Context: an optimization exercise on an open-source flow, tuned for small area, a short achievable clock period and few clock cycles. The choices shown serve that exercise and are no tape-out recipe. The RTL was checked by simulation tests, not by an equivalence proof against the original design. Power and IR drop assume default switching activity.

Setup of rev 12:
// wcb_frame_rx
module wcb_frame_rx (
  input  wire        clk,
  input  wire        rst_n,
  input  wire        in_valid,
  output wire        in_ready,
  input  wire [31:0] in_data,
  input  wire [2:0]  in_count,
  input  wire        in_last,
  input  wire        timeout,
  output reg         res_valid,
  input  wire        res_ready,
  output reg  [1:0]  res_status,
  output reg  [7:0]  res_head,
  output reg  [7:0]  res_ver,
  output reg  [7:0]  res_addr,
  output reg  [7:0]  res_func,
  output reg  [15:0] res_start,
  output reg  [15:0] res_dlen,
  output reg  [15:0] res_crc,
  output wire [15:0] res_calc
);
Size: about 930 cells after synthesis, roughly 150 flip-flops, ~140 I/O pins, ~10000 um2 of cells after synthesis.
clock: 15.0 ns
lec_check: 0
cap_margin: 20
core_margin: 2
core_utilization: 60
place_density: 0.75
slew_margin: 20
standard.sh (not shown) runs the stock make flow with config.mk's settings and CLKGATE_MAP_FILE= SYNTH_SCRIPT=/design/flow/synth_recipe.tcl, a recipe that flattens the netlist after the stock synthesis.
==> flow/flow/run.sh <==
#!/bin/bash
# Own layout flow: the standard layout (standard.sh: the standard synthesis and the
# standard ORFS steps, unchanged) with these differences in how the layout is optimised:
#  - the port buffers that buffer_ports inserts are sky130_fd_sc_hd__buf_1 instead of the
#    delay buffer it picks by default (every port still gets its buffer);
#  - clock tree synthesis runs with ORFS's default arguments plus -dont_use_dummy_load, a
#    clkbuf_16 root buffer and clkbuf_8 buffers below it (a balanced tree, as by default).
# The whole make output goes to flow_standard.log here; ORFS keeps per-step logs in orfs/logs.
set -euo pipefail
export BUFFER_PORTS_ARGS="-buffer_cell sky130_fd_sc_hd__buf_1"
export CTS_ARGS="-sink_clustering_enable -repair_clock_nets -dont_use_dummy_load -root_buf sky130_fd_sc_hd__clkbuf_16 -buf_list sky130_fd_sc_hd__clkbuf_8"
bash standard.sh SETUP_SLACK_MARGIN=10.9 finish > flow_standard.log 2>&1
Testbench counts of rev 12, summed over its fixed seeds: cycles 8,018.
Inputs modified between rev 12 and rev 13:
diff --git a/flow/design.v b/flow/design.v
--- a/flow/design.v
+++ b/flow/design.v
@@ -103,58 +103,49 @@
       assign hpo[gj] = (hp == gj);
     end
   endgenerate
   wire [7:0] hw;
   assign hw[0] = hdr && hpo[0] && v[0];
   assign hw[1] = hdr && ((hpo[1] && v[0]) || (hpo[0] && v[1]));
   assign hw[2] = hdr && ((hpo[2] && v[0]) || (hpo[1] && v[1]) || (hpo[0] && v[2]));
   assign hw[3] = hdr && ((hpo[3] && v[0]) || (hpo[2] && v[1]) || (hpo[1] && v[2]) || (hpo[0] && v[3]));
   assign hw[4] = hdr && ((hpo[4] && v[0]) || (hpo[3] && v[1]) || (hpo[2] && v[2]) || (hpo[1] && v[3]));
   assign hw[5] = hdr && ((hpo[5] && v[0]) || (hpo[4] && v[1]) || (hpo[3] && v[2]) || (hpo[2] && v[3]));
   assign hw[6] = hdr && ((hpo[6] && v[0]) || (hpo[5] && v[1]) || (hpo[4] && v[2]) || (hpo[3] && v[3]));
   assign hw[7] = hdr && ((hpo[7] && v[0]) || (hpo[6] && v[1]) || (hpo[5] && v[2]) || (hpo[4] && v[3]));
-  wire [7:0] fw;
-  assign fw[0] = hdr && hpo[0];
-  assign fw[1] = hdr && (hpo[1] || hpo[0]);
-  assign fw[2] = hdr && (hpo[2] || hpo[1] || hpo[0]);
-  assign fw[3] = hdr && (hpo[3] || hpo[2] || hpo[1] || hpo[0]);
-  assign fw[4] = hdr && (hpo[4] || hpo[3] || hpo[2] || hpo[1]);
-  assign fw[5] = hdr && (hpo[5] || hpo[4] || hpo[3] || hpo[2]);
-  assign fw[6] = hdr && (hpo[6] || hpo[5] || hpo[4] || hpo[3]);
-  assign fw[7] = hdr && (hpo[7] || hpo[6] || hpo[5] || hpo[4]);
   wire [15:0] len = {hpo[7] ? res_dlen[15:8] : rot[23:16], rot[31:24]};
   wire [2:0] lvb = rl + 3'd3;
   wire [7:0] lvo;
   generate
     for (gj = 0; gj < 8; gj = gj + 1) begin : g_lvo
       assign lvo[gj] = !rbig && (lvb == gj);
     end
   endgenerate
   wire [3:0] fin_b = v[3:0] & lvo[4:1];
-  wire [3:0] clo_b = lvo[5:2];
-  wire [3:0] chi_b = lvo[6:3];
+  wire [3:0] clo_b = v[3:0] & lvo[5:2];
+  wire [3:0] chi_b = v[3:0] & lvo[6:3];
   wire [3:0] inc_b = v[3:0] & {rbig || (lvo[7]),
                                rbig || (lvo[7] | lvo[6]),
                                rbig || (lvo[7] | lvo[6] | lvo[5]),
                                rbig || (lvo[7] | lvo[6] | lvo[5] | lvo[4])};
   wire       hz7 = (res_dlen[15:8] == 8'd0);
   wire       e05 = hpo[5] && (b1 == 8'd0) && (b2 == 8'd0);
   wire       e06 = hpo[6] && (b0 == 8'd0) && (b1 == 8'd0);
   wire       e16 = hpo[6] && (b0 == 8'd0) && (b1 == 8'd1);
   wire       e07 = hpo[7] && hz7 && (b0 == 8'd0);
   wire       e17 = hpo[7] && hz7 && (b0 == 8'd1);
   wire       e27 = hpo[7] && hz7 && (b0 == 8'd2);
   wire [3:0] fin_h = v[3:0] & {e07, 3'b000};
-  wire [3:0] clo_h = {e06 | e17, e07, 2'b00};
-  wire [3:0] chi_h = {e05 | e16 | e27, e06 | e17, e07, 1'b0};
+  wire [3:0] clo_h = v[3:0] & {e06 | e17, e07, 2'b00};
+  wire [3:0] chi_h = v[3:0] & {e05 | e16 | e27, e06 | e17, e07, 1'b0};
   wire [3:0] inc_h = v[3:0] & ~(fin_h | clo_h | chi_h);
   wire [3:0] fin = hdr ? fin_h : fin_b;
   wire [3:0] clo = hdr ? clo_h : clo_b;
   wire [3:0] chi = hdr ? chi_h : chi_b;
   wire [3:0] inc = hdr ? inc_h : inc_b;
   wire done = |fin;
   wire overrun = !s_l || |(fin & v[4:1]);
   wire        start  = hdr && hpo[0];
   wire [15:0] crc_in = start ? 16'hFFFF : crc;
   wire [15:0] x  = crc_in ^ s_d[15:0];
   wire [15:0] c1 = crc_x1({crc_in[15:8], x[7:0]});
   wire [15:0] c2 = crc_x2(x);
@@ -216,32 +207,32 @@
     end
   end
   always @(posedge clk) begin
     if (col && !done && (!hdr || b7)) begin
       rl   <= r_nx[2:0];
       rbig <= rbig_nx;
     end
     if (col && (start || inc[0]))
       crc <= crc_nx;
     if (col && done)
       res_status <= status;
     if (col) begin
-      if (fw[0]) res_head        <= rot[7:0];
-      if (fw[1]) res_ver         <= rot[15:8];
-      if (fw[2]) res_addr        <= rot[23:16];
-      if (fw[3]) res_func        <= rot[31:24];
-      if (fw[4]) res_start[15:8] <= rot[7:0];
-      if (fw[5]) res_start[7:0]  <= rot[15:8];
-      if (fw[6]) res_dlen[15:8]  <= rot[23:16];
-      if (fw[7]) res_dlen[7:0]   <= rot[31:24];
+      if (hw[0]) res_head        <= rot[7:0];
+      if (hw[1]) res_ver         <= rot[15:8];
+      if (hw[2]) res_addr        <= rot[23:16];
+      if (hw[3]) res_func        <= rot[31:24];
+      if (hw[4]) res_start[15:8] <= rot[7:0];
+      if (hw[5]) res_start[7:0]  <= rot[15:8];
+      if (hw[6]) res_dlen[15:8]  <= rot[23:16];
+      if (hw[7]) res_dlen[7:0]   <= rot[31:24];
       if (hdr ? (b7 && !(|chi_h) && !(|clo_h) && !e07) : rbig) begin
         res_crc[13:0] <= r_nx[16:3];
       end else begin
         if (|chi) res_crc[15:8] <= fhi;
         if (|clo) res_crc[7:0]  <= flo;
       end
     end
     if (rdy) begin
       s_d <= in_data;
       s_n <= in_count;
       s_l <= in_last;
     end
## What came out
On number of nets in the synthesized netlist: between rev 12 and rev 13, it ends up lower for rev 12.
Between rev 13 and rev 12, the placed cell area does not differ in any meaningful way.
Between rev 13 and rev 12, it is rev 13 whose total length of routed wires is higher, by 3.0 mm.
Per the comparison of rev 13 with rev 12, total design power grew by 17 uW; non-clock buffer count grew by 27.
Cmp rev 13 vs rev 12: length of the first detailed-routing pass in iterations lower in rev 13
Rev 12 → rev 13: total global routing track utilization went up; final standard cell count with taps included and fillers excluded now sits higher; proportion of cell area occupied by registers saw a decrease.
Compared rev 13 vs rev 12, and global routing met3 resource utilization is up in rev 13.
On slack of the worst reg-to-reg path, the lower figure sits with rev 13, not rev 12.
Highest routing layer actually used = met4: rev 12; highest routing layer actually used = met5: rev 13
Of the two candidates, rev 12 has the better final instance area and rev 13 the worse one.
More vias were needed by rev 13 than by rev 12.
Testbench counts of rev 13, summed over its fixed seeds: cycles 8,018.

==> what the ideal ports hide <==
The results above use ideal ports. As a check the final layouts listed here were re-extracted and re-timed, cells and wires unchanged.
Step 1: set_driving_cell puts a clkbuf_16 on clk and a buf_2 on each other input, an assumption about the parent block.
Step 2 times the ports against the registers' clock, not the clock port: input delays grow and output delays shrink by t, the midpoint of the rising clock arrivals with the driver on.
Three values: ideal ports, drivers, drivers and shift; two values: the first two.
| run | t, ns | slack for setup (ns) | worst setup path at the end | worst data-port slew with drivers (ns) |
|---|---|---|---|---|
| rev 12 | 0.420 | 10.931 / 10.886 / 11.019 | register to register | 0.04 |
| rev 13 | 0.417 | 10.925 / 10.882 / 10.978 | register to register | 0.03 |
After both steps every run listed still meets setup and hold.
